From an optimization exercise on the open Yosys and OpenROAD flow, aimed at small area; shortcuts taken in it are not production practice.
Where RTL was checked, it was by simulation tests only, not by an equivalence proof against the original.
No functional check of the RTL was part of run 2.
No activity file was given, so power comes from the tool's default toggle rates.

<file path="design/flow/run.sh">
#!/bin/bash
# synth_recipe.tcl (not shown) runs the flow's synth.tcl, then flattens the netlist and writes it again
# the make line also repeats each setting of config.mk as NAME=value (left out here)
make -C /OpenROAD-flow-scripts/flow DESIGN_CONFIG=/design/flow/config.mk WORK_HOME=/design/flow/orfs CLKGATE_MAP_FILE= SYNTH_SCRIPT=/design/flow/synth_recipe.tcl finish
</file>
<file path="design/flow/design.v">
module mapic_acq (
    input  wire        clk,
    input  wire        rst,
    input  wire        us_tick,
    input  wire        cin_valid,
    input  wire [7:0]  cin_data,
    input  wire        cin_last,
    output wire        cin_ready,
    output wire        cout_valid,
    output wire [7:0]  cout_data,
    output wire        cout_last,
    input  wire        cout_ready,
    output wire        sout_valid,
    output wire [7:0]  sout_data,
    output wire        sout_last,
    input  wire [11:0] adc_data,
    input  wire        trig_in,
    input  wire        rate_in,
    output wire        bus_req,
    output wire [1:0]  bus_op,
    output wire [6:0]  bus_addr,
    output wire [7:0]  bus_wdata,
    input  wire        bus_ack,
    input  wire        bus_present,
    input  wire [7:0]  bus_rdata,
    output wire        pol_out,
    output wire        tp_out,
    output wire        clr_out,
    output wire        idle,
    output wire [2:0]  fault_code,
    output wire [7:0]  bus_err_cnt
);
    localparam [4:0] S_IDLE     = 5'b00000,
                     S_RXPAY    = 5'b00001,
                     S_DRAIN    = 5'b00010,    
                     S_DRAIN_I  = 5'b00011,    
                     S_RD_GAIN  = 5'b00100,
                     S_RD_THR   = 5'b00101,
                     S_SCAN     = 5'b00110,
                     S_WRITE    = 5'b00111,
                     S_DECODE   = 5'b01000,
                     S_PAYDONE  = 5'b01001,
                     S_SETTLE   = 5'b01010,
                     S_TXWAIT   = 5'b01011,
                     S_RATE     = 5'b01100,
                     S_RATE_END = 5'b01101,
                     S_STR_1ST  = 5'b10000,
                     S_STR_NEXT = 5'b10001,
                     S_STR_FILL = 5'b10010,
                     S_STR_SEND = 5'b10011,
                     S_BURST    = 5'b10100,
                     S_BURST_Q  = 5'b10101,
                     S_H_UNK    = 5'b11001,
                     S_H_SHORT  = 5'b11101,
                     S_H_OVF    = 5'b11110;
    localparam [2:0] K_P2 = 3'd0, K_RATE = 3'd1, K_LGET = 3'd2, K_BURST = 3'd3,
                     K_WRG = 3'd4, K_WRT = 3'd5, K_STRM = 3'd6, K_LSET = 3'd7;
    reg  [4:0]  state;
    reg  [2:0]  op;
    reg  [7:0]  buserr;
    reg         pol, tpen;
    reg  [3:0]  rx_cnt;            
    reg         rx_new;            
    reg  [63:0] label;
    reg         lbl_set;           
    reg  [63:0] a;
    reg  [47:0] b;
    reg         tx_busy;
    reg  [4:0]  tx_idx;            
    reg         trig_q, t_pend;
    reg  [1:0]  t_cnt;             
    reg  [1:0]  dq;
    reg  [1:0]  pc2;               
    reg  [11:0] bb [0:15];
    reg         rate_q, r_pend;
    reg  [1:0]  clr_cnt;           
    integer k;
    wire halted = (state[4:3] == 2'b11);
    wire rx_state = (state[4:2] == 3'b000);
    assign cin_ready = rx_state;
    wire rx_fire  = cin_valid && rx_state;
    wire rx_end   = rx_fire && cin_last;
    wire [3:0] rx_len = rx_cnt;
    wire [3:0] rx_pos = rx_new ? 4'd0 : rx_cnt;
    wire [3:0] rx_pos_next = rx_pos[3] ? 4'd8 : rx_pos + 4'd1;
    wire rx_store = rx_fire && !state[1];    
    wire [15:0] opc = a[15:0];
    wire        in_str   = (state[4:2] == 3'b100);
    wire        str_send = (state == S_STR_SEND);
    wire [31:0] s_left   = a[31:0];
    wire        sl_hi0   = (s_left[31:1] == 31'd0);
    wire        s_none   = sl_hi0 && !s_left[0];
    wire        s_pair   = !(sl_hi0 && s_left[0]);
    wire [19:0] t_us     = a[51:32];
    wire [15:0] t_sec    = b[39:24];
    wire [4:0]  t_p      = b[44:40];
    wire        dec2     = str_send && s_pair;
    wire [63:0] a_dec    = a - {62'd0, dec2, !dec2};
    wire [11:0] w_cnt    = a[63:52];
    wire [11:0] w_dec    = w_cnt - 12'd1;
    wire [4:0]  t_k      = str_send ? {3'd0, tx_idx[3], tx_idx[3]} : (t_p + {4'd0, us_tick});
    wire [19:0] us_sum   = t_us + {15'd0, t_k};
    wire        us_wrap  = (us_sum[19:6] == 14'h3D09);
    wire [19:0] tk_us    = us_wrap ? {14'd0, us_sum[5:0]} : us_sum;
    wire [15:0] tk_sec   = t_sec + {15'd0, us_wrap};
    wire t_insvc  = (t_cnt != 2'd0);
    wire t_edge   = trig_in && !trig_q;
    wire t_entry  = (state == S_BURST) && !t_insvc && (t_edge || t_pend);
    wire t_ovf    = t_entry && dq[1];
    wire in_burst = (state[4:1] == 4'b1010);
    wire defer_go = in_burst && (dq != 2'd0) && !t_insvc && !tx_busy;
    wire burst_reached = (a == 64'd0);
    wire r_insvc = (clr_cnt != 2'd0);
    wire r_edge  = rate_in && !rate_q;
    wire r_entry = (state == S_RATE) && !r_insvc && (r_edge || r_pend);
    wire r_wrap  = (a[30:0] == 31'h2AAAAAAA) && (a[33:32] == 2'd1);
    always @(posedge clk) begin
        if (rst) begin
            state   <= S_IDLE;
            buserr  <= 8'd0;
            pol     <= 1'b0;
            tpen    <= 1'b0;
            rx_cnt  <= 4'd0;
            rx_new  <= 1'b1;
            lbl_set <= 1'b0;
            tx_busy <= 1'b0;
            tx_idx  <= 5'd0;
            trig_q  <= 1'b0;
            t_pend  <= 1'b0;
            t_cnt   <= 2'd0;
            dq      <= 2'd0;
            pc2     <= 2'd0;
            rate_q  <= 1'b0;
            r_pend  <= 1'b0;
            clr_cnt <= 2'd0;
        end else begin
            trig_q <= trig_in;
            rate_q <= rate_in;
            if (rx_fire) begin
                rx_cnt <= rx_pos_next;
                rx_new <= cin_last;
            end
            if (tx_busy && cout_ready) begin
                if (cout_last) begin
                    tx_busy <= 1'b0;
                    tx_idx  <= 5'd0;
                end else begin
                    tx_idx  <= tx_idx + 5'd1;
                end
            end
            if (t_entry) begin
                t_pend <= 1'b0;
                t_cnt  <= 2'd1;
                pc2    <= pc2 + 2'd1;
            end else if (t_insvc) begin
                if (t_edge)
                    t_pend <= 1'b1;
                t_cnt <= t_cnt + 2'd1;
            end
            if (defer_go && pc2 == 2'd2)
                tx_busy <= 1'b1;
            case ({t_entry, defer_go})
                2'b10:   dq <= dq + 2'd1;
                2'b01:   dq <= dq - 2'd1;
                default: dq <= dq;
            endcase
            if (r_entry) begin
                r_pend  <= 1'b0;
                clr_cnt <= 2'd2;
            end else if (r_insvc) begin
                if (r_edge)
                    r_pend <= 1'b1;
                if (us_tick)
                    clr_cnt <= clr_cnt - 2'd1;
            end
            case (state)
            S_IDLE: if (rx_end) state <= S_DECODE;
            S_DECODE: begin
                if (rx_len < 4'd2) begin
                    state <= S_H_SHORT;
                end else begin
                    case (opc)
                    16'h0000: state <= S_RD_GAIN;
                    16'h0200: state <= S_SCAN;
                    16'h0001, 16'h0101, 16'h0002, 16'h0102, 16'h0107:
                              state <= S_RXPAY;
                    16'h0004: begin pol  <= 1'b0; state <= S_IDLE; end
                    16'h0104: begin pol  <= 1'b1; state <= S_IDLE; end
                    16'h0006: begin tpen <= 1'b0; state <= S_IDLE; end
                    16'h0106: begin tpen <= 1'b1; state <= S_IDLE; end
                    16'h0105: state <= S_RATE;
                    16'h0007: begin tx_busy <= 1'b1; state <= S_TXWAIT; end
                    default:  state <= S_H_UNK;
                    endcase
                end
            end
            S_RXPAY: if (rx_end) state <= S_PAYDONE;
            S_PAYDONE: begin
                if (op[2] ? (op[1] ? (op[0] ? !rx_len[3] : (rx_len < 4'd4)) : (rx_len == 4'd0))
                          : !rx_len[3]) begin
                    state <= S_H_SHORT;
                end else begin
                    case (op)
                    K_WRG, K_WRT:     state <= S_WRITE;
                    K_STRM, K_BURST:  state <= S_DRAIN;
                    default: begin     
                        lbl_set <= 1'b1;
                        state   <= S_IDLE;
                    end
                    endcase
                end
            end
            S_DRAIN: if (!rx_fire && rx_new) begin
                state <= op[2] ? S_STR_1ST : S_BURST;
                pc2   <= 2'd0;
            end
            S_DRAIN_I: if (!rx_fire && rx_new) state <= S_IDLE;
            S_RD_GAIN: if (bus_ack) begin
                if (!bus_present) begin
                    buserr <= buserr + 8'd1;
                    state  <= S_IDLE;
                end else begin
                    state  <= S_RD_THR;
                end
            end
            S_RD_THR: if (bus_ack) begin
                if (!bus_present) begin
                    buserr <= buserr + 8'd1;
                    state  <= S_IDLE;
                end else begin
                    tx_busy <= 1'b1;
                    state   <= S_TXWAIT;
                end
            end
            S_SCAN: if (bus_ack && a[6:0] == 7'h01) begin
                tx_busy <= 1'b1;
                state   <= S_TXWAIT;
            end
            S_WRITE: if (bus_ack) begin
                if (!bus_present) begin
                    buserr <= buserr + 8'd1;
                    state  <= S_IDLE;
                end else begin
                    state  <= S_SETTLE;
                end
            end
            S_SETTLE: if (us_tick && w_cnt == 12'd1) state <= S_IDLE;
            S_TXWAIT: if (!tx_busy) state <= S_IDLE;
            S_STR_1ST, S_STR_NEXT: begin
                tx_idx <= 5'd0;
                if (s_none)
                    state <= S_IDLE;
                else
                    state <= s_pair ? S_STR_FILL : S_STR_SEND;
            end
            S_STR_FILL: if (us_tick && t_p == 5'd2) state <= S_STR_SEND;
            S_STR_SEND: begin
                tx_idx <= tx_idx + 5'd1;
                if (tx_idx[3:0] == 4'd15)
                    state <= S_STR_NEXT;
            end
            S_BURST: if (burst_reached && !t_insvc && !t_entry && !defer_go && !tx_busy)
                state <= S_BURST_Q;
            S_BURST_Q: if (dq == 2'd0 && !tx_busy)
                state <= S_DRAIN_I;
            S_RATE: if (w_cnt == 12'd0 && !r_insvc && !r_entry)
                state <= S_RATE_END;
            S_RATE_END: begin
                tx_busy <= 1'b1;
                state   <= S_TXWAIT;
            end
            default: ;    
            endcase
            if (t_ovf) begin
                state   <= S_H_OVF;
                tx_busy <= 1'b0;
            end
        end
    end
    always @(posedge clk) begin
        if (state == S_DECODE) begin
            case (opc)
            16'h0001: op <= K_WRG;
            16'h0101: op <= K_WRT;
            16'h0002: op <= K_STRM;
            16'h0102: op <= K_BURST;
            16'h0107: op <= K_LSET;
            16'h0105: op <= K_RATE;
            16'h0007: op <= K_LGET;
            default:  op <= K_P2;
            endcase
        end
    end
    always @(posedge clk) begin
        if (rx_store) begin
            case (rx_pos)
            4'd0: a[7:0]   <= cin_data;
            4'd1: a[15:8]  <= cin_data;
            4'd2: a[23:16] <= cin_data;
            4'd3: a[31:24] <= cin_data;
            4'd4: a[39:32] <= cin_data;
            4'd5: a[47:40] <= cin_data;
            4'd6: a[55:48] <= cin_data;
            4'd7: a[63:56] <= cin_data;
            default: ;
            endcase
        end
        case (state)
        S_DECODE: begin
            if (opc == 16'h0200) begin            
                a[6:0]   <= 7'h7F;
                a[9:8]   <= 2'd0;
                a[31:16] <= 16'hFFFF;
            end else begin                        
                a[31:0]  <= 32'hFFFFFFFF;
                a[33:32] <= 2'd1;
                a[63:52] <= 12'd3000;
            end
        end
        S_RD_GAIN: if (bus_ack) a[23:16] <= ~bus_rdata;
        S_RD_THR:  if (bus_ack) a[31:24] <= ~bus_rdata;
        S_SCAN: if (bus_ack) begin
            if (bus_present) begin
                if (a[9:8] == 2'd0) a[23:16] <= ~{1'b0, a[6:0]};
                if (a[9:8] == 2'd1) a[31:24] <= ~{1'b0, a[6:0]};
                if (a[9:8] != 2'd2) a[9:8]   <= a[9:8] + 2'd1;
            end
            a[6:0] <= a_dec[6:0];
        end
        S_WRITE:  a[63:52] <= 12'd2000;
        S_SETTLE: if (us_tick) a[63:52] <= w_dec;
        S_RATE: begin
            if (w_cnt != 12'd0 && us_tick)
                a[63:52] <= w_dec;
            if (r_entry) begin
                if (r_wrap) begin
                    a[30:0]  <= 31'h7FFFFFFF;
                    a[33:32] <= 2'd1;
                end else if (a[33:32] == 2'd2) begin
                    a[30:0]  <= a_dec[30:0];
                    a[33:32] <= 2'd0;
                end else begin
                    a[33:32] <= a[33:32] + 2'd1;
                end
            end
        end
        S_STR_1ST:  a[51:32] <= 20'd0;
        S_STR_NEXT: a[51:32] <= tk_us;
        S_STR_SEND: if (tx_idx[3:0] == 4'd15) a[31:0] <= a_dec[31:0];
        S_BURST:    if (t_entry && !burst_reached) a <= a_dec;
        default: ;
        endcase
    end
    always @(posedge clk) begin
        if (t_entry)
            b[11:0] <= adc_data;
        else if (t_insvc) begin
            case (t_cnt)
                2'd1:    b[23:12] <= adc_data;
                2'd2:    b[35:24] <= adc_data;
                default: b[47:36] <= adc_data;
            endcase
        end
        case (state)
        S_STR_1ST: begin
            b[11:0]  <= adc_data;
            b[39:24] <= 16'd0;
            b[44:40] <= 5'd0;
        end
        S_STR_NEXT: begin
            b[11:0]  <= adc_data;
            b[39:24] <= tk_sec;
            b[44:40] <= 5'd0;
        end
        S_STR_FILL: if (us_tick) begin
            if (t_p == 5'd2) b[23:12] <= adc_data;
            b[44:40] <= t_p + 5'd1;
        end
        S_STR_SEND: if (us_tick) b[44:40] <= t_p + 5'd1;
        default: ;
        endcase
    end
    always @(posedge clk) begin
        if (state == S_PAYDONE && op == K_LSET)
            label <= a;
    end
    always @(posedge clk) begin
        if (rst) begin
            for (k = 0; k < 16; k = k + 1) bb[k] <= 12'd0;
        end else if (defer_go) begin
            bb[{pc2, 2'd0}] <= b[11:0];
            bb[{pc2, 2'd1}] <= b[23:12];
            bb[{pc2, 2'd2}] <= b[35:24];
            bb[{pc2, 2'd3}] <= b[47:36];
        end
    end
    wire [1:0]  tx_kind = op[1:0];
    wire [1:0]  rsel    = {tx_idx[1] | (tx_kind == 2'd0), tx_idx[0]};
    wire [7:0]  lbyte   = label[tx_idx[2:0]*8 +: 8];
    wire [11:0] bword   = bb[tx_idx[4:1]];
    reg  [7:0]  tx_byte;
    always @(*) begin
        case (tx_kind)
            2'd0, 2'd1: tx_byte = ~a[rsel*8 +: 8];
            2'd2:       tx_byte = lbl_set ? lbyte : 8'd0;
            default:    tx_byte = tx_idx[0] ? {4'd0, bword[11:8]} : bword[7:0];
        endcase
    end
    reg cl;
    always @(*) begin
        case (tx_kind)
            2'd0:    cl = (tx_idx == 5'd1);
            2'd1:    cl = (tx_idx == 5'd3);
            2'd2:    cl = (tx_idx == 5'd7);
            default: cl = (tx_idx == 5'd31);
        endcase
    end
    assign cout_valid = tx_busy;
    assign cout_data  = tx_byte;
    assign cout_last  = cl;
    wire [11:0] s_adc = tx_idx[3] ? b[23:12] : b[11:0];
    reg  [7:0]  s_byte;
    always @(*) begin
        case (tx_idx[2:0])
            3'd0:    s_byte = tk_sec[7:0];
            3'd1:    s_byte = tk_sec[15:8];
            3'd2:    s_byte = 8'd0;
            3'd3:    s_byte = 8'd0;
            3'd4:    s_byte = s_adc[7:0];
            3'd5:    s_byte = {tk_us[3:0], s_adc[11:8]};
            3'd6:    s_byte = tk_us[11:4];
            default: s_byte = tk_us[19:12];
        endcase
    end
    assign sout_valid = str_send;
    assign sout_data  = (tx_idx[3] && !s_pair) ? 8'd0 : s_byte;
    assign sout_last  = (tx_idx[3:0] == 4'd15);
    assign bus_req    = (state[4:2] == 3'b001);
    assign bus_op     = {state[1] & state[0], !state[1]};
    assign bus_addr   = (state[1:0] == 2'b10) ? a[6:0] :
                        (state[1:0] == 2'b00 || (state[1:0] == 2'b11 && op == K_WRG)) ? 7'h2D : 7'h2C;
    assign bus_wdata  = a[7:0];
    assign pol_out    = pol;
    assign tp_out     = tpen;
    assign clr_out    = r_insvc;
    assign idle       = (state == S_IDLE);
    assign fault_code = halted ? state[2:0] : 3'd0;
    assign bus_err_cnt = buserr;
endmodule
</file>
<file path="design/flow/config.mk">
export PLATFORM = sky130hd
export DESIGN_NAME = mapic_acq
export DESIGN_NICKNAME = mapic_acq
export VERILOG_FILES = /design/flow/design.v
export SDC_FILE = /design/flow/constraint.sdc
export NUM_CORES = 4
export LEC_CHECK = 0
export CAP_MARGIN = 20
export CORE_MARGIN = 2
export CORE_UTILIZATION = 40
export SLEW_MARGIN = 20
</file>
<file path="design/flow/constraint.sdc">
create_clock -name core_clock -period 18.0 [get_ports {clk}]
set_input_delay 3.6000 -clock core_clock [delete_from_list [all_inputs] [get_ports {clk}]]
set_output_delay 3.6000 -clock core_clock [all_outputs]
set_load 0.01 [all_outputs]
</file>
==> tab_implementation.tex, run 1 <==
\begin{tabular}{lr}
\hline
Metric & Value \\
\hline
\multicolumn{2}{l}{\textbf{Run status}} \\
Outcome & complete, no violations \\
\multicolumn{2}{l}{\textbf{STA}} \\
Unrepaired setup endpoints after global routing & no \\
Worst setup margin & 4.06 ns \\
Headroom to the max-slew limit & 0.247 \\
Period utilisation layout & 0.774 \\
Final Hold Fails & 0 \\
Number of pins exceeding their max-slew limit in the final report & 0 \\
Largest clock skew in the final design & 0.0580 ns \\
Sum of negative setup slack & 0 ns \\
Setup violation total in the final timing report & 0 \\
Worst slew pin tran & 1.12 ns \\
Time the worst path needs with I/O delays and setup & 13.94 ns \\
Max frequency & 71.8 MHz \\
\multicolumn{2}{l}{\textbf{Place}} \\
Final HPWL DP & 54100 um \\
Port Buf Inserts & 91 \\
Worst setup slack after placement & 4.28 ns \\
Routability congestion estimate & 0.949 \\
\multicolumn{2}{l}{\textbf{Routing}} \\
Routed length per instance & 26.3 um \\
Post-detailed-route via-to-cell ratio & 6.27 \\
Total number of vias & 18600 \\
Number of optimization iterations in the first detailed-route pass & 6 \\
Drt total wl & 77900 um \\
Detailed-route DRC error count & 0 \\
DRC violation total after the first TritonRoute iteration & 2171 \\
Post-route antenna net violation count & 0 \\
\multicolumn{2}{l}{\textbf{Cells and area}} \\
Layout fillers & 5413 \\
Area occupied by multi-input gates & 11300 um\^{}2 \\
Number of antenna cells inserted & 0 \\
Area growth syn-to-layout & 13.3\% \\
Share of post-route cells with drive strength above 1 & 0.126 \\
Sequential cell area & 11200 um\^{}2 \\
Nets@finish & 2239 \\
\multicolumn{2}{l}{\textbf{Power}} \\
Combinational Power Share & 0.306 \\
Sw power & 1.26 mW \\
Share of power burned in registers & 0.407 \\
Cell Pwr Density & 129 nW/um\^{}2 \\
Relative contribution of the clock network to total power & 0.287 \\
Switching share of power & 0.369 \\
P\_int & 2.16 mW \\
Worst IR drop on VDD & 0.000146 V \\
Static leakage power & 9.81 nW \\
\multicolumn{2}{l}{\textbf{Worst setup path}} \\
Required time of the critical path & 14.40 ns \\
Critical path data arrival time & 10.34 ns \\
Kind of critical path & in -> out \\
Most used cell along the critical path & sky130\_fd\_sc\_hd\_\_ha\_1 \\
CP cell instances & clkdlybuf4s50\_1, ha\_1, ha\_1, nand3\_1, xor2\_1, nor2\_1, ha\_1, a21oi\_1, o21ai\_1, a311oi\_1, nand2\_1, nor4\_1, ha\_1, ha\_1, nand2\_1, or4\_1, a31oi\_1, a21oi\_1, o211ai\_1, o31ai\_1, nor4\_1, clkdlybuf4s50\_1 \\
Crit-path leading delay family & compound AO/OA/AOI/OAI gates \\
Category of the worst setup path launch point & input pin \\
Buffers plus inverters on the worst setup path & 2 \\
Slowest cell on the critical path & sky130\_fd\_sc\_hd\_\_a311oi\_1 \\
Critical-path maximum fanout & 10 \\
CP endpoint kind & output pin \\
Crit path largest cell delay & 0.76 ns \\
\multicolumn{2}{l}{\textbf{Clocking}} \\
\# resized after CTS & 0 \\
Clk slew on worst S/H paths & 0.06 ns \\
Number of sinks driven by the clock tree & 414 \\
Total CTS buffers & 46 \\
Clock root buffer & sky130\_fd\_sc\_hd\_\_clkbuf\_16 \\
H-Tree Depth & 2 \\
Maximum count of clock buffers along a single path & 3 \\
Number of setup buffers added after CTS & 0 \\
Clk\_lat worst skew & 0.62 ns \\
Count of hold buffers inserted by post-cts repair & 0 \\
TritonCTS clock tree & built \\
\multicolumn{2}{l}{\textbf{Synth}} \\
Cell types with the largest area share after synthesis & sky130\_fd\_sc\_hd\_\_edfxtp\_1 37\%, sky130\_fd\_sc\_hd\_\_dfxtp\_1 11\%, sky130\_fd\_sc\_hd\_\_mux4\_2 8.1\%, sky130\_fd\_sc\_hd\_\_and3\_1 4.3\%, sky130\_fd\_sc\_hd\_\_nand2\_1 2.8\% \\
Cell count after synthesis & 2149 \\
Fraction of synthesized cell area taken by the top area cell type & 0.373 \\
Number of flip-flops and latches in the synthesized netlist & 414 \\
Synthesized area per cell & 10.9 um\^{}2 \\
Total number of yosys warnings & 1 \\
Most used standard cells in the synthesized netlist & 290 x sky130\_fd\_sc\_hd\_\_edfxtp\_1, 177 x sky130\_fd\_sc\_hd\_\_nand2\_1, 162 x sky130\_fd\_sc\_hd\_\_and3\_1, 125 x sky130\_fd\_sc\_hd\_\_clkbuf\_1, 124 x sky130\_fd\_sc\_hd\_\_dfxtp\_1 \\
Asr flop ratio synth & 0 \\
Synth Flop Type & sky130\_fd\_sc\_hd\_\_edfxtp\_1 \\
Library cell with the highest instance count after synthesis & sky130\_fd\_sc\_hd\_\_edfxtp\_1 \\
Cell taking the most area after synthesis & sky130\_fd\_sc\_hd\_\_edfxtp\_1 \\
Sequential area share after synthesis & 0.480 \\
Count of different cell masters after synthesis & 94 \\
Number of synthesized flops with an enable pin & 290 \\
Summed instance area of the synthesized netlist & 23300 um\^{}2 \\
Net count after synthesis & 2225 \\
\multicolumn{2}{l}{\textbf{Floorplanning}} \\
Row cnt & 88 \\
Die span in x & 245 um \\
Area of the core & 57700 um\^{}2 \\
Die height & 245 um \\
Starting utilization of the core area & 0.404 \\
Number of top-level design ports & 92 \\
Die footprint & 60300 um\^{}2 \\
\multicolumn{2}{l}{\textbf{Job}} \\
Maximum capacitance violations & 0 \\
\multicolumn{2}{l}{\textbf{Worst hold path}} \\
Worst min-delay path category & reg -> reg \\
\multicolumn{2}{l}{\textbf{Global routing}} \\
Number of global-route vias before repair & 18200 \\
Maximum number of pins on one net before global-route repair & 136 \\
Wire length of the first global-routing pass & 118000 um \\
Overall fraction of global-route tracks in use & 0.258 \\
GRT Residual Overflow & 0 \\
Number of antenna violations at the first check in global routing & 2 \\
\hline
\end{tabular}
registers in the layout, indices dropped and copies added (netlist names), 3 cells and up, named ones only:
register,flops
bb,192
a,64
label,64
b,48
buserr,8
state,5
tx_idx,5
rx_cnt,4
op,3
final cells by class:
cell class,count,share of cell area
multi-input cells,1516,0.426
inverters,49,0.00696
clock inverters,21,0.0107
flip-flops and latches,414,0.424
repair buffers,136,0.0472
clock buffers,65,0.0493
well taps,765,0.0362
worst register-to-register path, stage by stage (launching register included):
cell                       delay [ns]
sky130_fd_sc_hd__dfxtp_1         0.54
sky130_fd_sc_hd__nor4_1          0.94
sky130_fd_sc_hd__and2_1          0.29
sky130_fd_sc_hd__nand3_1         0.09
sky130_fd_sc_hd__nor3_1          0.88
sky130_fd_sc_hd__nand2b_1        0.33
sky130_fd_sc_hd__ha_1            0.24
sky130_fd_sc_hd__fa_1            0.27
sky130_fd_sc_hd__nor3b_1         0.57
sky130_fd_sc_hd__nand4_1         0.37
sky130_fd_sc_hd__nor2_1          0.56
sky130_fd_sc_hd__nand2_1         0.23
sky130_fd_sc_hd__o31a_1          0.28
sky130_fd_sc_hd__a311oi_1        0.41
sky130_fd_sc_hd__o31ai_1         0.15
routing by layer:
layer	vias up	share of wire	track usage
li1	8258	-	-
met1	9272	0.43	0.359
met2	893	0.45	0.400
met3	179	0.084	0.0494
met4	2	0.038	0.0920
met5	-	0.00013	0
power by group through the flow:
stage / Combinational, mW / Sequential, mW / Clock (mW)
2_1_floorplan: 0.726 / 1.28 / 0
3_3_place_gp: 1.01 / 1.40 / 0
3_5_place_dp: 1.02 / 1.40 / 0
4_1_cts: 1.03 / 1.38 / 0.994
5_1_grt: 1.13 / 1.41 / 1.03
6_report: 1.05 / 1.39 / 0.982
final timing paths:
kind | depth (start not counted) | endpoint | slack, ns | startpoint
worst max-delay path | 22 | sout_data[2] | 4.06 | us_tick
worst min-delay path | 2 | lbl_set | 0.49 | lbl_set
worst max register to register | 14 | a[38] | 11.69 | a[8]
worst min register to register | 2 | lbl_set | 0.49 | lbl_set
layout by cell type, fill, tap and decap left out, types with 34 or more instances in the layout:
cell type	synthesis	final
sky130_fd_sc_hd__nor2_1	105	104
sky130_fd_sc_hd__xor2_1	40	40
sky130_fd_sc_hd__nand3_1	57	57
sky130_fd_sc_hd__o21ai_0	78	78
sky130_fd_sc_hd__and3_1	162	161
sky130_fd_sc_hd__clkdlybuf4s50_1	0	90
sky130_fd_sc_hd__inv_1	43	43
sky130_fd_sc_hd__o211ai_1	34	34
sky130_fd_sc_hd__nand2_1	177	176
sky130_fd_sc_hd__clkbuf_16	0	46
sky130_fd_sc_hd__mux2i_1	54	54
sky130_fd_sc_hd__buf_4	14	44
sky130_fd_sc_hd__mux4_2	84	84
sky130_fd_sc_hd__edfxtp_1	290	290
sky130_fd_sc_hd__xnor2_1	42	42
sky130_fd_sc_hd__ha_1	36	36
sky130_fd_sc_hd__and2_1	66	66
sky130_fd_sc_hd__a21oi_1	75	75
sky130_fd_sc_hd__nor3_1	65	65
sky130_fd_sc_hd__dfxtp_1	124	121
cell families after synthesis:
logic type	synth area share
AOI/OAI and AO/OA	0.115
xor gates and xnor gates	0.0308
adders and majority gates	0.0215
buffers and inverters	0.0391
DFF	0.480
muxes	0.118
and+or+nand+nor	0.195
per-stage QoR:
step | power (mW) | util | instance area, um^2 | hold slack, ns | instances
after floorplan | 2.00 | - | 23300 | 0.406 | 2149
after global placement | 2.41 | 0.430 | 24800 | 0.451 | 2880
after detailed placement | 2.43 | 0.430 | 24800 | 0.471 | 2880
after CTS | 3.41 | 0.458 | 26400 | 0.479 | 2966
after global routing | 3.57 | 0.458 | 26400 | 0.503 | 2966
final | 3.42 | 0.458 | 26400 | 0.487 | 2966
==> inputs of run 2 (changes only) <==
--- a/design/flow/design.v
+++ b/design/flow/design.v
@@ -72,9 +72,9 @@
     reg  [1:0]  dq;
     reg  [1:0]  pc2;               
     reg  [11:0] bb [0:15];
+    reg  [3:0]  bb_set;            
     reg         rate_q, r_pend;
     reg  [1:0]  clr_cnt;           
-    integer k;
     wire halted = (state[4:3] == 2'b11);
     wire rx_state = (state[4:2] == 3'b000);
     assign cin_ready = rx_state;
@@ -385,9 +385,13 @@
             label <= a;
     end
     always @(posedge clk) begin
-        if (rst) begin
-            for (k = 0; k < 16; k = k + 1) bb[k] <= 12'd0;
-        end else if (defer_go) begin
+        if (rst)
+            bb_set <= 4'd0;
+        else if (defer_go)
+            bb_set[pc2] <= 1'b1;
+    end
+    always @(posedge clk) begin
+        if (defer_go) begin
             bb[{pc2, 2'd0}] <= b[11:0];
             bb[{pc2, 2'd1}] <= b[23:12];
             bb[{pc2, 2'd2}] <= b[35:24];
@@ -403,7 +407,8 @@
         case (tx_kind)
             2'd0, 2'd1: tx_byte = ~a[rsel*8 +: 8];
             2'd2:       tx_byte = lbl_set ? lbyte : 8'd0;
-            default:    tx_byte = tx_idx[0] ? {4'd0, bword[11:8]} : bword[7:0];
+            default:    tx_byte = !bb_set[tx_idx[4:3]] ? 8'd0 :
+                                  tx_idx[0] ? {4'd0, bword[11:8]} : bword[7:0];
         endcase
     end
     reg cl;
==> design/flow/flow/run.sh (new file) <==
#!/bin/bash
# Standard ORFS layout, with the combinational logic of the standard synthesis re-mapped
# by ABC for area before floorplanning. Registers (names, count, cell types) are untouched.
set -euo pipefail
WORK=$(pwd)
RES=$WORK/orfs/results/$FLOW_PLATFORM/mapic_acq/base
YOSYS=${YOSYS_EXE:-$FLOW_HOME/../tools/install/yosys/bin/yosys}
LIB=$FLOW_HOME/platforms/$FLOW_PLATFORM/lib/sky130_fd_sc_hd__tt_025C_1v80.lib

bash standard.sh synth > $WORK/synth_std.log 2>&1
cp $RES/1_2_yosys.v $WORK/1_2_yosys_std.v
LIB=$LIB IN=$WORK/1_2_yosys_std.v OUT=$WORK/1_2_yosys_reabc.v SCRIPT=$WORK/flow/area.abc \
  $YOSYS -c $WORK/flow/reabc.tcl > $WORK/reabc.log 2>&1
cp $WORK/1_2_yosys_reabc.v $RES/1_2_yosys.v
rm -f $RES/1_synth.odb $RES/1_synth.sdc
bash standard.sh > $WORK/layout.log 2>&1
==> design/flow/flow/area.abc (new file) <==
&get -n
&st
&dc2
&syn3
&dch -f
&nf -a -R 1000
&put
==> design/flow/flow/reabc.tcl (new file) <==
# Re-map the combinational cells of the standard synthesis netlist; keep every register cell.
yosys read_liberty -ignore_miss_func $::env(LIB)
yosys blackbox sky130_fd_sc_hd__dfxtp_1 sky130_fd_sc_hd__edfxtp_1 sky130_fd_sc_hd__conb_1
yosys read_verilog $::env(IN)
yosys hierarchy -top mapic_acq
yosys flatten
yosys opt_clean
set dont {}
foreach c {probe_p_8 probec_p_8 lpflow_*} { lappend dont -dont_use sky130_fd_sc_hd__$c }
yosys abc -liberty $::env(LIB) {*}$dont -script $::env(SCRIPT)
yosys opt_clean -purge
yosys setundef -zero
yosys hilomap -singleton -hicell sky130_fd_sc_hd__conb_1 HI -locell sky130_fd_sc_hd__conb_1 LO
yosys insbuf -buf sky130_fd_sc_hd__buf_4 A X
yosys splitnets
yosys opt_clean -purge
yosys write_verilog -noattr -nohex -nodec $::env(OUT)
# check the written netlist on its own, with the library's cells as black boxes
yosys design -reset
yosys read_liberty -lib -ignore_miss_func $::env(LIB)
yosys read_verilog $::env(OUT)
yosys hierarchy -top mapic_acq
yosys stat -liberty $::env(LIB)
yosys check -assert -mapped
==> design/flow/standard.sh (new file) <==
#!/bin/bash
# synth_recipe.tcl (not shown) runs the flow's synth.tcl, then flattens the netlist and writes it again
# the make line also repeats each setting of config.mk as NAME=value (left out here)
make -C /OpenROAD-flow-scripts/flow DESIGN_CONFIG=/design/flow/config.mk WORK_HOME=/design/flow/orfs CLKGATE_MAP_FILE= SYNTH_SCRIPT=/design/flow/synth_recipe.tcl "${@:-finish}"
removed: design/flow/run.sh
==> tab_implementation.tex, run 2 <==
\begin{tabular}{lr}
\hline
Metric & Value \\
\hline
\multicolumn{2}{l}{\textbf{Worst setup path}} \\
CP endpoint kind & output pin \\
Kind of critical path & in -> out \\
Critical-path maximum fanout & 12 \\
Critical path data arrival time & 11.50 ns \\
Category of the worst setup path launch point & input pin \\
Required time of the critical path & 14.40 ns \\
Launching instance or port of the critical path & us\_tick \\
Reg-to-reg startpoint & state[3] \\
\multicolumn{2}{l}{\textbf{STA}} \\
Max frequency & 66.2 MHz \\
Setup violation total in the final timing report & 0 \\
Sum of negative setup slack & 0 ns \\
Largest clock skew in the final design & 0.0366 ns \\
Worst setup margin & 2.90 ns \\
Number of pins exceeding their max-slew limit in the final report & 0 \\
Unrepaired setup endpoints after global routing & no \\
Period utilisation layout & 0.839 \\
Worst slew pin tran & 1.23 ns \\
Headroom to the max-slew limit & 0.169 \\
Final Hold Fails & 0 \\
Time the worst path needs with I/O delays and setup & 15.10 ns \\
\multicolumn{2}{l}{\textbf{Routing}} \\
Post-route antenna net violation count & 0 \\
Total number of vias & 16200 \\
Detailed-route DRC error count & 0 \\
Drt total wl & 66300 um \\
Post-detailed-route via-to-cell ratio & 6.16 \\
Number of optimization iterations in the first detailed-route pass & 6 \\
DRC violation total after the first TritonRoute iteration & 2030 \\
Routed length per instance & 25.2 um \\
\multicolumn{2}{l}{\textbf{Power}} \\
Worst IR drop on VDD & 0.0000680 V \\
Cell Pwr Density & 126 nW/um\^{}2 \\
Static leakage power & 7.58 nW \\
Share of power burned in registers & 0.458 \\
Sw power & 994 uW \\
Relative contribution of the clock network to total power & 0.321 \\
Switching share of power & 0.337 \\
Combinational Power Share & 0.221 \\
P\_int & 1.95 mW \\
\multicolumn{2}{l}{\textbf{Clocking}} \\
Clk\_lat worst skew & 0.60 ns \\
Clk slew on worst S/H paths & 0.06 ns \\
Clock root buffer & sky130\_fd\_sc\_hd\_\_clkbuf\_16 \\
Count of hold buffers inserted by post-cts repair & 0 \\
\# resized after CTS & 0 \\
Number of setup buffers added after CTS & 0 \\
Total CTS buffers & 45 \\
TritonCTS clock tree & built \\
H-Tree Depth & 2 \\
Maximum count of clock buffers along a single path & 3 \\
Number of sinks driven by the clock tree & 418 \\
\multicolumn{2}{l}{\textbf{Cells and area}} \\
Largest register FFs & 192 \\
Top reg by flops & bb \\
Share of post-route cells with drive strength above 1 & 0.0889 \\
Leading registers by flop count & bb: 192 flops, a: 64 flops, label: 64 flops \\
Commonest non-fill, non-tap cell in the layout & sky130\_fd\_sc\_hd\_\_edfxtp\_1 \\
Nets@finish & 1971 \\
Number of antenna cells inserted & 0 \\
Area growth syn-to-layout & 17.3\% \\
Most frequent cells in the layout & 290 x sky130\_fd\_sc\_hd\_\_edfxtp\_1, 216 x sky130\_fd\_sc\_hd\_\_nand2\_1, 187 x sky130\_fd\_sc\_hd\_\_nor2\_1, 125 x sky130\_fd\_sc\_hd\_\_dfxtp\_1, 120 x sky130\_fd\_sc\_hd\_\_a21oi\_1 \\
\multicolumn{2}{l}{\textbf{Floorplanning}} \\
Area of the core & 49200 um\^{}2 \\
Number of top-level design ports & 92 \\
Row cnt & 81 \\
Die height & 227 um \\
Die span in x & 227 um \\
Starting utilization of the core area & 0.406 \\
Die footprint & 51700 um\^{}2 \\
\multicolumn{2}{l}{\textbf{Place}} \\
Port Buf Inserts & 91 \\
Routability congestion estimate & 0.943 \\
Final HPWL DP & 46300 um \\
Worst setup slack after placement & 3.08 ns \\
\multicolumn{2}{l}{\textbf{Synth}} \\
Cell count after synthesis & 1774 \\
Total number of yosys warnings & 1 \\
Synthesized area per cell & 11.3 um\^{}2 \\
Net count after synthesis & 1812 \\
Summed instance area of the synthesized netlist & 20000 um\^{}2 \\
\multicolumn{2}{l}{\textbf{Global routing}} \\
Number of antenna violations at the first check in global routing & 2 \\
GRT Residual Overflow & 0 \\
Wire length of the first global-routing pass & 99200 um \\
Maximum number of pins on one net before global-route repair & 65 \\
Number of global-route vias before repair & 15300 \\
Overall fraction of global-route tracks in use & 0.257 \\
\multicolumn{2}{l}{\textbf{Run status}} \\
Outcome & complete, no violations \\
\multicolumn{2}{l}{\textbf{Worst hold path}} \\
Hold path start & bb\_set[2] \\
Worst min-delay path category & reg -> reg \\
\multicolumn{2}{l}{\textbf{Job}} \\
Maximum capacitance violations & 0 \\
\hline
\end{tabular}
## run 2: through the flow
stage	utilization	cells	instance area, um^2	hold slack, ns	power [mW]
final	0.477	2632	23400	0.470	2.95
after global routing	0.477	2632	23400	0.502	3.07
after CTS	0.477	2632	23400	0.471	2.94
after detailed placement	0.446	2550	21900	0.461	2.00
after global placement	0.445	2550	21900	0.447	1.99
after floorplan	-	1774	20000	0.411	1.69
## run 2: worst paths after layout
check,endpoint,slack (ns),cells after the start
setup reg to reg,b[39],10.02,25
hold / removal,bb_set[2],0.47,2
setup / recovery,sout_data[7],2.90,28
hold reg to reg,bb_set[2],0.47,2
## run 2: layer usage
layer | track usage | vias to the layer above | share of wire
li1 | - | 7233 | -
met1 | 0.366 | 8010 | 0.43
met2 | 0.403 | 803 | 0.45
met3 | 0.0432 | 150 | 0.087
met4 | 0.0808 | 4 | 0.031
met5 | 0 | - | 0.00036
## run 2: cell type report
cell class,count,area (um^2)
Fill cell,4482,25700
Sequential cell,418,11300
Multi-Input combinational cell,1311,8490
Clock buffer,55,1210
Timing Repair Buffer,128,1190
Tap cell,664,831
Clock inverter,27,312
Inverter,29,109
## run 2: worst max-delay path, stage by stage
cell and delay (ns):
sky130_fd_sc_hd__clkdlybuf4s50_1 0.82, sky130_fd_sc_hd__nand2_1 0.17, sky130_fd_sc_hd__xor2_1 0.16, sky130_fd_sc_hd__a21oi_1 0.13, sky130_fd_sc_hd__nor2_1 0.14, sky130_fd_sc_hd__a21oi_1 0.08
sky130_fd_sc_hd__maj3_1 0.40, sky130_fd_sc_hd__maj3_1 0.40, sky130_fd_sc_hd__maj3_1 0.43, sky130_fd_sc_hd__and2_0 0.26, sky130_fd_sc_hd__and3_1 0.27, sky130_fd_sc_hd__and3_1 0.24
sky130_fd_sc_hd__and3_1 0.27, sky130_fd_sc_hd__o31a_1 0.27, sky130_fd_sc_hd__nor3_1 0.60, sky130_fd_sc_hd__and3_1 0.40, sky130_fd_sc_hd__nand4_1 0.24, sky130_fd_sc_hd__nor2_1 0.23
sky130_fd_sc_hd__nand3_1 0.16, sky130_fd_sc_hd__nor2_1 0.28, sky130_fd_sc_hd__nand3_1 0.19, sky130_fd_sc_hd__nor2_1 0.31, sky130_fd_sc_hd__nand4_1 0.19, sky130_fd_sc_hd__xor2_1 0.22
sky130_fd_sc_hd__nor2_1 0.06, sky130_fd_sc_hd__nor4_1 0.30, sky130_fd_sc_hd__nor2_1 0.13, sky130_fd_sc_hd__clkdlybuf4s50_1 0.52
## run 2: power groups by stage
stage	combinational, mW	clock, mW	sequential (mW)
after global placement	0.631	0	1.36
after CTS	0.639	0.959	1.35
after floorplan	0.387	0	1.30
after global routing	0.705	0.997	1.37
final	0.651	0.947	1.35
after detailed placement	0.634	0	1.37
==> inputs of run 3 (changes only) <==
--- a/design/flow/design.v
+++ b/design/flow/design.v
@@ -306,24 +306,18 @@
             endcase
         end
         case (state)
-        S_DECODE: begin
-            if (opc == 16'h0200) begin            
-                a[6:0]   <= 7'h7F;
-                a[9:8]   <= 2'd0;
-                a[31:16] <= 16'hFFFF;
-            end else begin                        
-                a[31:0]  <= 32'hFFFFFFFF;
-                a[33:32] <= 2'd1;
-                a[63:52] <= 12'd3000;
-            end
+        S_DECODE: begin                           
+            a[31:0]  <= 32'hFFFFFFFF;
+            a[35:32] <= 4'b0001;
+            a[63:52] <= 12'd3000;
         end
         S_RD_GAIN: if (bus_ack) a[23:16] <= ~bus_rdata;
         S_RD_THR:  if (bus_ack) a[31:24] <= ~bus_rdata;
         S_SCAN: if (bus_ack) begin
             if (bus_present) begin
-                if (a[9:8] == 2'd0) a[23:16] <= ~{1'b0, a[6:0]};
-                if (a[9:8] == 2'd1) a[31:24] <= ~{1'b0, a[6:0]};
-                if (a[9:8] != 2'd2) a[9:8]   <= a[9:8] + 2'd1;
+                if (a[35:34] == 2'd0) a[23:16] <= ~{1'b0, a[6:0]};
+                if (a[35:34] == 2'd1) a[31:24] <= ~{1'b0, a[6:0]};
+                if (a[35:34] != 2'd2) a[35:34] <= a[35:34] + 2'd1;
             end
             a[6:0] <= a_dec[6:0];
         end
--- a/design/flow/flow/run.sh
+++ b/design/flow/flow/run.sh
@@ -1,6 +1,9 @@
 #!/bin/bash
-# Standard ORFS layout, with the combinational logic of the standard synthesis re-mapped
-# by ABC for area before floorplanning. Registers (names, count, cell types) are untouched.
+# Standard ORFS layout, except:
+#  - the combinational logic of the standard synthesis is re-mapped by ABC for area
+#    before floorplanning (registers: names, count and cell types untouched);
+#  - port buffers use the smallest buffer cell;
+#  - the clock tree uses small clock buffers in small clusters and no dummy loads.
 set -euo pipefail
 WORK=$(pwd)
 RES=$WORK/orfs/results/$FLOW_PLATFORM/mapic_acq/base
@@ -13,4 +16,7 @@
   $YOSYS -c $WORK/flow/reabc.tcl > $WORK/reabc.log 2>&1
 cp $WORK/1_2_yosys_reabc.v $RES/1_2_yosys.v
 rm -f $RES/1_synth.odb $RES/1_synth.sdc
+
+export BUFFER_PORTS_ARGS="-buffer_cell sky130_fd_sc_hd__buf_1"
+export CTS_ARGS="-sink_clustering_enable -repair_clock_nets -dont_use_dummy_load -buf_list sky130_fd_sc_hd__clkbuf_4 -sink_clustering_size 8 -sink_clustering_max_diameter 50"
 bash standard.sh > $WORK/layout.log 2>&1
==> design/flow/flow/area.abc (replaced) <==
&get -n
&st
&deepsyn -T 240
&dch -f
&nf -a -R 1000
&put
--- a/design/flow/config.mk
+++ b/design/flow/config.mk
@@ -5,7 +5,7 @@
 export SDC_FILE = /design/flow/constraint.sdc
 export NUM_CORES = 4
 export LEC_CHECK = 0
-export CAP_MARGIN = 20
+export CAP_MARGIN = 0
 export CORE_MARGIN = 2
 export CORE_UTILIZATION = 40
-export SLEW_MARGIN = 20
+export SLEW_MARGIN = 0
==> tab_implementation.tex, run 3 <==
\begin{tabular}{lr}
\hline
Metric & Value \\
\hline
\multicolumn{2}{l}{\textbf{Place}} \\
Final HPWL DP & 43900 um \\
Routability congestion estimate & 0.929 \\
Port Buf Inserts & 91 \\
Number of instances in the placed design & 2353 \\
\multicolumn{2}{l}{\textbf{Global routing}} \\
Number of global-route vias before repair & 14700 \\
Global route hottest layer & met2 \\
GRT Residual Overflow & 0 \\
Overall fraction of global-route tracks in use & 0.263 \\
GR Layer Usage met2 & 0.417 \\
Number of antenna violations at the first check in global routing & 1 \\
Maximum number of pins on one net before global-route repair & 50 \\
Met1 Usage GRT & 0.356 \\
GRT met3 Usage & 0.0456 \\
Wire length of the first global-routing pass & 93900 um \\
\multicolumn{2}{l}{\textbf{Routing}} \\
DRC violation total after the first TritonRoute iteration & 1790 \\
Post-route antenna net violation count & 0 \\
Detailed-route DRC error count & 0 \\
Post-detailed-route via-to-cell ratio & 6.24 \\
Drt total wl & 62700 um \\
Number of optimization iterations in the first detailed-route pass & 9 \\
Routed length per instance & 26.0 um \\
Total number of vias & 15100 \\
\multicolumn{2}{l}{\textbf{Power}} \\
Static leakage power & 6.40 nW \\
Sw power & 760 uW \\
P\_int & 1.44 mW \\
Worst IR drop on VDD & 0.0000675 V \\
Combinational Power Share & 0.199 \\
Relative contribution of the clock network to total power & 0.215 \\
Cell Pwr Density & 108 nW/um\^{}2 \\
Final total power & 2.20 mW \\
Share of power burned in registers & 0.586 \\
Switching share of power & 0.346 \\
\multicolumn{2}{l}{\textbf{Clocking}} \\
Count of hold buffers inserted by post-cts repair & 0 \\
Clk slew on worst S/H paths & 0.09 ns \\
Clock root buffer & sky130\_fd\_sc\_hd\_\_clkbuf\_4 \\
Maximum count of clock buffers along a single path & 3 \\
H-Tree Depth & 2 \\
Clk\_lat worst skew & 0.88 ns \\
Number of setup buffers added after CTS & 0 \\
TritonCTS clock tree & built \\
Number of sinks driven by the clock tree & 418 \\
\# resized after CTS & 0 \\
Total CTS buffers & 61 \\
\multicolumn{2}{l}{\textbf{Synth}} \\
Synthesized area per cell & 11.3 um\^{}2 \\
Summed instance area of the synthesized netlist & 18500 um\^{}2 \\
Total number of yosys warnings & 1 \\
Cell count after synthesis & 1637 \\
Net count after synthesis & 1675 \\
\multicolumn{2}{l}{\textbf{STA}} \\
Unrepaired setup endpoints after global routing & no \\
Worst slew pin tran & 1.17 ns \\
Time the worst path needs with I/O delays and setup & 13.31 ns \\
Max frequency & 75.1 MHz \\
Headroom to the max-slew limit & 0.218 \\
Period utilisation layout & 0.740 \\
Final Hold Fails & 0 \\
Sum of negative setup slack & 0 ns \\
Number of pins exceeding their max-slew limit in the final report & 0 \\
Largest clock skew in the final design & 0.105 ns \\
Setup violation total in the final timing report & 0 \\
\multicolumn{2}{l}{\textbf{Cells and area}} \\
Largest register FFs & 192 \\
Commonest non-fill, non-tap cell in the layout & sky130\_fd\_sc\_hd\_\_edfxtp\_1 \\
Top reg by flops & bb \\
Nets@finish & 1854 \\
Core occupancy in the finished layout & 0.446 \\
Leading registers by flop count & bb: 192 flops, a: 64 flops, label: 64 flops \\
Share of post-route cells with drive strength above 1 & 0.0639 \\
Final cell count without fillers & 2415 \\
Area growth syn-to-layout & 9.71\% \\
Most frequent cells in the layout & 290 x sky130\_fd\_sc\_hd\_\_edfxtp\_1, 165 x sky130\_fd\_sc\_hd\_\_nand2\_1, 149 x sky130\_fd\_sc\_hd\_\_nor2\_1, 127 x sky130\_fd\_sc\_hd\_\_dfxtp\_1, 99 x sky130\_fd\_sc\_hd\_\_o21ai\_0 \\
\multicolumn{2}{l}{\textbf{Worst setup path}} \\
Critical path data arrival time & 9.71 ns \\
Buffers plus inverters on the worst setup path & 4 \\
Kind of critical path & in -> out \\
CP endpoint kind & output pin \\
Most used cell along the critical path & sky130\_fd\_sc\_hd\_\_nor2\_1 \\
Slowest cell on the critical path & sky130\_fd\_sc\_hd\_\_nor2b\_1 \\
Crit-path leading delay family & simple AND/OR/NAND/NOR gates \\
Critical-path maximum fanout & 10 \\
Category of the worst setup path launch point & input pin \\
Crit path largest cell delay & 0.45 ns \\
Required time of the critical path & 14.40 ns \\
\multicolumn{2}{l}{\textbf{Floorplanning}} \\
Die height & 219 um \\
Area of the core & 45500 um\^{}2 \\
Number of top-level design ports & 92 \\
Starting utilization of the core area & 0.406 \\
Row cnt & 78 \\
Die footprint & 47900 um\^{}2 \\
Die span in x & 219 um \\
\multicolumn{2}{l}{\textbf{Worst hold path}} \\
Worst min-delay path category & reg -> reg \\
\multicolumn{2}{l}{\textbf{Run status}} \\
Outcome & complete, no violations \\
\multicolumn{2}{l}{\textbf{Job}} \\
Maximum capacitance violations & 0 \\
\hline
\end{tabular}
## run 3: final cells by class
class / instances / area (um^2)
fillers: 4406 / 25200
flip-flops and latches: 418 / 11300
multi-input cells: 1168 / 7000
well taps: 600 / 751
repair buffers: 132 / 651
clock buffers: 61 / 458
inverters: 35 / 131
diodes: 1 / 2.50
## run 3: path summary, 6_finish.rpt
check | end | slack [ns] | startpoint | cells past startpoint
setup reg to reg | a[62] | 10.02 | state[4] | 30
hold reg to reg | label[61] | 0.44 | a[61] | 0
hold / removal | label[61] | 0.44 | a[61] | 0
setup / recovery | sout_data[7] | 4.69 | us_tick | 32
## run 3: through the flow
stage	setup WS, ns	hold WS, ns	cell area (um^2)
finish	4.69	0.436	20300
global route	4.09	0.469	20300
CTS	4.78	0.437	20300
detailed placement	4.81	0.454	19800
global placement	4.98	0.445	19800
floorplan	6.04	0.429	18500
## run 3: layer usage
metal	part of all wire	up-vias	wire (um)
met1	0.41	7299	25800
met5	0	-	0
met2	0.46	862	28600
met4	0.041	0	2540
li1	-	6773	-
met3	0.091	143	5730
## run 3: power groups by stage
stage	Clock [mW]	Combinational (mW)	Sequential, mW
floorplan	0	0.278	1.24
global placement	0	0.424	1.30
detailed placement	0	0.429	1.31
CTS	0.479	0.431	1.28
global route	0.514	0.477	1.30
finish	0.472	0.437	1.29
==> inputs of run 4 (changes only) <==
--- a/design/flow/design.v
+++ b/design/flow/design.v
@@ -59,29 +59,27 @@
     reg  [2:0]  op;
     reg  [7:0]  buserr;
     reg         pol, tpen;
-    reg  [3:0]  rx_cnt;            
-    reg         rx_new;            
     reg  [63:0] label;
     reg         lbl_set;           
     reg  [63:0] a;
     reg  [47:0] b;
     reg         tx_busy;
     reg  [4:0]  tx_idx;            
-    reg         trig_q, t_pend;
-    reg  [1:0]  t_cnt;             
+    reg         trig_q, rate_q;
+    reg  [1:0]  svc;               
+    reg         pend;              
     reg  [1:0]  dq;
     reg  [1:0]  pc2;               
     reg  [11:0] bb [0:15];
     reg  [3:0]  bb_set;            
-    reg         rate_q, r_pend;
-    reg  [1:0]  clr_cnt;           
     wire halted = (state[4:3] == 2'b11);
     wire rx_state = (state[4:2] == 3'b000);
     assign cin_ready = rx_state;
     wire rx_fire  = cin_valid && rx_state;
     wire rx_end   = rx_fire && cin_last;
-    wire [3:0] rx_len = rx_cnt;
-    wire [3:0] rx_pos = rx_new ? 4'd0 : rx_cnt;
+    wire [3:0] rx_len = tx_idx[3:0];
+    wire       rx_mid = tx_idx[4];
+    wire [3:0] rx_pos = rx_mid ? tx_idx[3:0] : 4'd0;
     wire [3:0] rx_pos_next = rx_pos[3] ? 4'd8 : rx_pos + 4'd1;
     wire rx_store = rx_fire && !state[1];    
     wire [15:0] opc = a[15:0];
@@ -103,16 +101,16 @@
     wire        us_wrap  = (us_sum[19:6] == 14'h3D09);
     wire [19:0] tk_us    = us_wrap ? {14'd0, us_sum[5:0]} : us_sum;
     wire [15:0] tk_sec   = t_sec + {15'd0, us_wrap};
-    wire t_insvc  = (t_cnt != 2'd0);
+    wire t_insvc  = (svc != 2'd0);
     wire t_edge   = trig_in && !trig_q;
-    wire t_entry  = (state == S_BURST) && !t_insvc && (t_edge || t_pend);
+    wire t_entry  = (state == S_BURST) && !t_insvc && (t_edge || pend);
     wire t_ovf    = t_entry && dq[1];
     wire in_burst = (state[4:1] == 4'b1010);
     wire defer_go = in_burst && (dq != 2'd0) && !t_insvc && !tx_busy;
     wire burst_reached = (a == 64'd0);
-    wire r_insvc = (clr_cnt != 2'd0);
+    wire r_insvc = (svc != 2'd0);
     wire r_edge  = rate_in && !rate_q;
-    wire r_entry = (state == S_RATE) && !r_insvc && (r_edge || r_pend);
+    wire r_entry = (state == S_RATE) && !r_insvc && (r_edge || pend);
     wire r_wrap  = (a[30:0] == 31'h2AAAAAAA) && (a[33:32] == 2'd1);
     always @(posedge clk) begin
         if (rst) begin
@@ -120,25 +118,20 @@
             buserr  <= 8'd0;
             pol     <= 1'b0;
             tpen    <= 1'b0;
-            rx_cnt  <= 4'd0;
-            rx_new  <= 1'b1;
             lbl_set <= 1'b0;
             tx_busy <= 1'b0;
             tx_idx  <= 5'd0;
             trig_q  <= 1'b0;
-            t_pend  <= 1'b0;
-            t_cnt   <= 2'd0;
+            pend    <= 1'b0;
+            svc     <= 2'd0;
             dq      <= 2'd0;
             pc2     <= 2'd0;
             rate_q  <= 1'b0;
-            r_pend  <= 1'b0;
-            clr_cnt <= 2'd0;
         end else begin
             trig_q <= trig_in;
             rate_q <= rate_in;
             if (rx_fire) begin
-                rx_cnt <= rx_pos_next;
-                rx_new <= cin_last;
+                tx_idx <= {!cin_last, rx_pos_next};
             end
             if (tx_busy && cout_ready) begin
                 if (cout_last) begin
@@ -149,13 +142,23 @@
                 end
             end
             if (t_entry) begin
-                t_pend <= 1'b0;
-                t_cnt  <= 2'd1;
-                pc2    <= pc2 + 2'd1;
-            end else if (t_insvc) begin
-                if (t_edge)
-                    t_pend <= 1'b1;
-                t_cnt <= t_cnt + 2'd1;
+                pend <= 1'b0;
+                svc  <= 2'd1;
+                pc2  <= pc2 + 2'd1;
+            end else if (r_entry) begin
+                pend <= 1'b0;
+                svc  <= 2'd2;
+            end else if (svc != 2'd0) begin
+                if (state == S_RATE) begin
+                    if (r_edge)
+                        pend <= 1'b1;
+                    if (us_tick)
+                        svc <= svc - 2'd1;
+                end else begin
+                    if (t_edge)
+                        pend <= 1'b1;
+                    svc <= svc + 2'd1;
+                end
             end
             if (defer_go && pc2 == 2'd2)
                 tx_busy <= 1'b1;
@@ -164,18 +167,10 @@
                 2'b01:   dq <= dq - 2'd1;
                 default: dq <= dq;
             endcase
-            if (r_entry) begin
-                r_pend  <= 1'b0;
-                clr_cnt <= 2'd2;
-            end else if (r_insvc) begin
-                if (r_edge)
-                    r_pend <= 1'b1;
-                if (us_tick)
-                    clr_cnt <= clr_cnt - 2'd1;
-            end
             case (state)
             S_IDLE: if (rx_end) state <= S_DECODE;
             S_DECODE: begin
+                tx_idx <= 5'd0;
                 if (rx_len < 4'd2) begin
                     state <= S_H_SHORT;
                 end else begin
@@ -210,11 +205,12 @@
                     endcase
                 end
             end
-            S_DRAIN: if (!rx_fire && rx_new) begin
+            S_DRAIN: if (!rx_fire && !rx_mid) begin
+                tx_idx <= 5'd0;
                 state <= op[2] ? S_STR_1ST : S_BURST;
                 pc2   <= 2'd0;
             end
-            S_DRAIN_I: if (!rx_fire && rx_new) state <= S_IDLE;
+            S_DRAIN_I: if (!rx_fire && !rx_mid) state <= S_IDLE;
             S_RD_GAIN: if (bus_ack) begin
                 if (!bus_present) begin
                     buserr <= buserr + 8'd1;
@@ -349,7 +345,7 @@
         if (t_entry)
             b[11:0] <= adc_data;
         else if (t_insvc) begin
-            case (t_cnt)
+            case (svc)
                 2'd1:    b[23:12] <= adc_data;
                 2'd2:    b[35:24] <= adc_data;
                 default: b[47:36] <= adc_data;
@@ -441,7 +437,7 @@
     assign bus_wdata  = a[7:0];
     assign pol_out    = pol;
     assign tp_out     = tpen;
-    assign clr_out    = r_insvc;
+    assign clr_out    = (state == S_RATE) && r_insvc;
     assign idle       = (state == S_IDLE);
     assign fault_code = halted ? state[2:0] : 3'd0;
     assign bus_err_cnt = buserr;
==> design/flow/flow/area.abc (replaced) <==
&get -n
&st
&deepsyn -T 600
&dch -f
&nf -a -R 1000
&put
==> tab_implementation.tex, run 4 <==
\begin{tabular}{lr}
\hline
Metric & Value \\
\hline
\multicolumn{2}{l}{\textbf{Routing}} \\
Routed length per instance & 26.9 um \\
DRC violation total after the first TritonRoute iteration & 1833 \\
Post-route antenna net violation count & 0 \\
Drt total wl & 65800 um \\
Detailed-route DRC error count & 0 \\
Number of optimization iterations in the first detailed-route pass & 8 \\
Post-detailed-route via-to-cell ratio & 6.26 \\
Total number of vias & 15300 \\
\multicolumn{2}{l}{\textbf{Cells and area}} \\
Leading registers by flop count & bb: 192 flops, a: 64 flops, label: 64 flops \\
Area growth syn-to-layout & 10.0\% \\
Commonest non-fill, non-tap cell in the layout & sky130\_fd\_sc\_hd\_\_edfxtp\_1 \\
Final cell count without fillers & 2441 \\
Nets@finish & 1879 \\
Most frequent cells in the layout & 290 x sky130\_fd\_sc\_hd\_\_edfxtp\_1, 171 x sky130\_fd\_sc\_hd\_\_nand2\_1, 146 x sky130\_fd\_sc\_hd\_\_nor2\_1, 129 x sky130\_fd\_sc\_hd\_\_a21oi\_1, 121 x sky130\_fd\_sc\_hd\_\_o21ai\_0 \\
Layout fillers & 4376 \\
Top reg by flops & bb \\
Share of post-route cells with drive strength above 1 & 0.0636 \\
Largest register FFs & 192 \\
\multicolumn{2}{l}{\textbf{Clocking}} \\
Maximum count of clock buffers along a single path & 3 \\
TritonCTS clock tree & built \\
H-Tree Depth & 2 \\
Total CTS buffers & 59 \\
\# resized after CTS & 0 \\
Clk slew on worst S/H paths & 0.10 ns \\
Count of hold buffers inserted by post-cts repair & 0 \\
Number of setup buffers added after CTS & 0 \\
Clock root buffer & sky130\_fd\_sc\_hd\_\_clkbuf\_4 \\
Clk\_lat worst skew & 0.87 ns \\
Number of sinks driven by the clock tree & 406 \\
\multicolumn{2}{l}{\textbf{Worst setup path}} \\
Critical path data arrival time & 9.73 ns \\
CP endpoint kind & output pin \\
Kind of critical path & in -> out \\
Category of the worst setup path launch point & input pin \\
Required time of the critical path & 14.40 ns \\
Critical-path maximum fanout & 11 \\
\multicolumn{2}{l}{\textbf{Floorplanning}} \\
Starting utilization of the core area & 0.403 \\
Die height & 217 um \\
Die footprint & 47300 um\^{}2 \\
Die span in x & 217 um \\
Number of top-level design ports & 92 \\
Area of the core & 45200 um\^{}2 \\
Row cnt & 78 \\
\multicolumn{2}{l}{\textbf{STA}} \\
Time the worst path needs with I/O delays and setup & 13.33 ns \\
Largest clock skew in the final design & 0.117 ns \\
Period utilisation layout & 0.741 \\
Max frequency & 75.0 MHz \\
Number of pins exceeding their max-slew limit in the final report & 0 \\
Setup violation total in the final timing report & 0 \\
Sum of negative setup slack & 0 ns \\
Worst slew pin tran & 1.11 ns \\
Final Hold Fails & 0 \\
Unrepaired setup endpoints after global routing & no \\
Headroom to the max-slew limit & 0.251 \\
\multicolumn{2}{l}{\textbf{Global routing}} \\
Overall fraction of global-route tracks in use & 0.277 \\
GRT Residual Overflow & 0 \\
Wire length of the first global-routing pass & 96400 um \\
Number of global-route vias before repair & 14600 \\
Number of antenna violations at the first check in global routing & 1 \\
Maximum number of pins on one net before global-route repair & 65 \\
\multicolumn{2}{l}{\textbf{Synth}} \\
Net count after synthesis & 1695 \\
Cell count after synthesis & 1657 \\
Summed instance area of the synthesized netlist & 18200 um\^{}2 \\
Synthesized area per cell & 11.0 um\^{}2 \\
Total number of yosys warnings & 1 \\
\multicolumn{2}{l}{\textbf{Job}} \\
Maximum capacitance violations & 0 \\
\multicolumn{2}{l}{\textbf{Power}} \\
Worst IR drop on VDD & 0.0000753 V \\
Static leakage power & 6.47 nW \\
Cell Pwr Density & 123 nW/um\^{}2 \\
\multicolumn{2}{l}{\textbf{Place}} \\
Routability congestion estimate & 0.969 \\
Port Buf Inserts & 91 \\
Final HPWL DP & 45500 um \\
Number of instances in the placed design & 2380 \\
\multicolumn{2}{l}{\textbf{Worst hold path}} \\
Worst min-delay path category & reg -> reg \\
\multicolumn{2}{l}{\textbf{Run status}} \\
Outcome & complete, no violations \\
\hline
\end{tabular}
## run 4: stage by stage
| stage | setup slack (ns) | utilization | total power [mW] | hold slack (ns) | instance area, um^2 |
|---|---|---|---|---|---|
| after floorplan | 6.22 | - | 1.69 | 0.429 | 18200 |
| after global placement | 5.01 | 0.434 | 2.00 | 0.446 | 19600 |
| after detailed placement | 4.84 | 0.434 | 2.01 | 0.459 | 19600 |
| after CTS | 4.81 | 0.444 | 2.46 | 0.484 | 20000 |
| after global routing | 4.29 | 0.444 | 2.58 | 0.506 | 20000 |
| final | 4.67 | 0.444 | 2.47 | 0.482 | 20000 |
## run 4: final timing paths
check        slack, ns           end  startpoint  cells after the start
max               4.67  sout_data[6]     us_tick                     25
min               0.48     bb_set[0]   bb_set[0]                      2
max reg2reg      10.97         a[10]    state[4]                     27
min reg2reg       0.48     bb_set[0]   bb_set[0]                      2
## run 4: power by group
group	internal [mW]	switching (mW)	leakage (nW)
clock network	0.149	0.311	0.271
registers	1.14	0.194	3.58
logic	0.231	0.441	2.61
## run 4: metal layers
layer  share of wire  track usage  vias up  wire length [um]
li1                -            -     6802                 -
met1            0.41        0.383     7443             27200
met2            0.45        0.429      885             29400
met3            0.10       0.0540      152              6560
met4           0.039        0.113        0              2570
met5               0            0        -                 0
## run 4: worst max-delay path, stage by stage
cell and delay, ns:
sky130_fd_sc_hd__buf_1 0.23, sky130_fd_sc_hd__maj3_1 0.41, sky130_fd_sc_hd__xnor2_1 0.13, sky130_fd_sc_hd__o22ai_1 0.35, sky130_fd_sc_hd__mux2i_1 0.34, sky130_fd_sc_hd__clkinv_1 0.10, sky130_fd_sc_hd__maj3_1 0.37, sky130_fd_sc_hd__nand2b_1 0.11
sky130_fd_sc_hd__a21oi_1 0.09, sky130_fd_sc_hd__o21ai_0 0.35, sky130_fd_sc_hd__xnor2_1 0.15, sky130_fd_sc_hd__nor2b_1 0.56, sky130_fd_sc_hd__and3_1 0.33, sky130_fd_sc_hd__nand3_1 0.16, sky130_fd_sc_hd__nor2_1 0.29, sky130_fd_sc_hd__nand3_1 0.19
sky130_fd_sc_hd__nor2_1 0.25, sky130_fd_sc_hd__nand3_1 0.18, sky130_fd_sc_hd__nor2_1 0.32, sky130_fd_sc_hd__nand4_1 0.21, sky130_fd_sc_hd__xnor2_1 0.20, sky130_fd_sc_hd__o21ai_0 0.17, sky130_fd_sc_hd__a21oi_1 0.07, sky130_fd_sc_hd__nor3_1 0.37
sky130_fd_sc_hd__buf_1 0.21
## run 4: layout make-up
type,count,area [um^2],share of cell area
Multi-Input combinational cell,1200,6980,0.348
Inverter,35,131,0.00655
Antenna cell,2,5.00,0.000250
Sequential cell,406,11000,0.550
Timing Repair Buffer,139,702,0.0350
Tap cell,600,751,0.0374
Clock buffer,59,443,0.0221

## re-timing with driven ports
In the flow no input, the clock included, has a driving cell. The finished layouts below were timed again as built, in two steps. Step 1 (the two cells are an assumption about what drives the block):
set clk [get_ports {clk}]
set_driving_cell -lib_cell sky130_fd_sc_hd__clkbuf_16 $clk
set_driving_cell -lib_cell sky130_fd_sc_hd__buf_2 [delete_from_list [all_inputs] $clk]
Step 2 also shifts input and output timing later by t, the mid clock arrival at the registers, as if the neighbouring blocks saw the same clock. a / b / c = no drivers / after step 1 / after step 2; a / b = the first two.
run | t (ns) | slack for setup (ns) | slew at the worst register clock pin (ns)
run 1 | 0.655 | 4.064 / 3.952 / 3.952 | 0.06 / 0.06
run 2 | 0.647 | 2.895 / 2.856 / 2.856 | 0.07 / 0.07
run 3 | 0.871 | 4.686 / 4.661 / 4.661 | 0.10 / 0.10
run 4 | 0.865 | 4.667 / 4.618 / 4.618 | 0.10 / 0.10
After both steps every run listed still meets setup and hold. The setup slack of run 1, which loses most, moves by -0.112 ns with the drivers and by -0.112 ns with both steps.
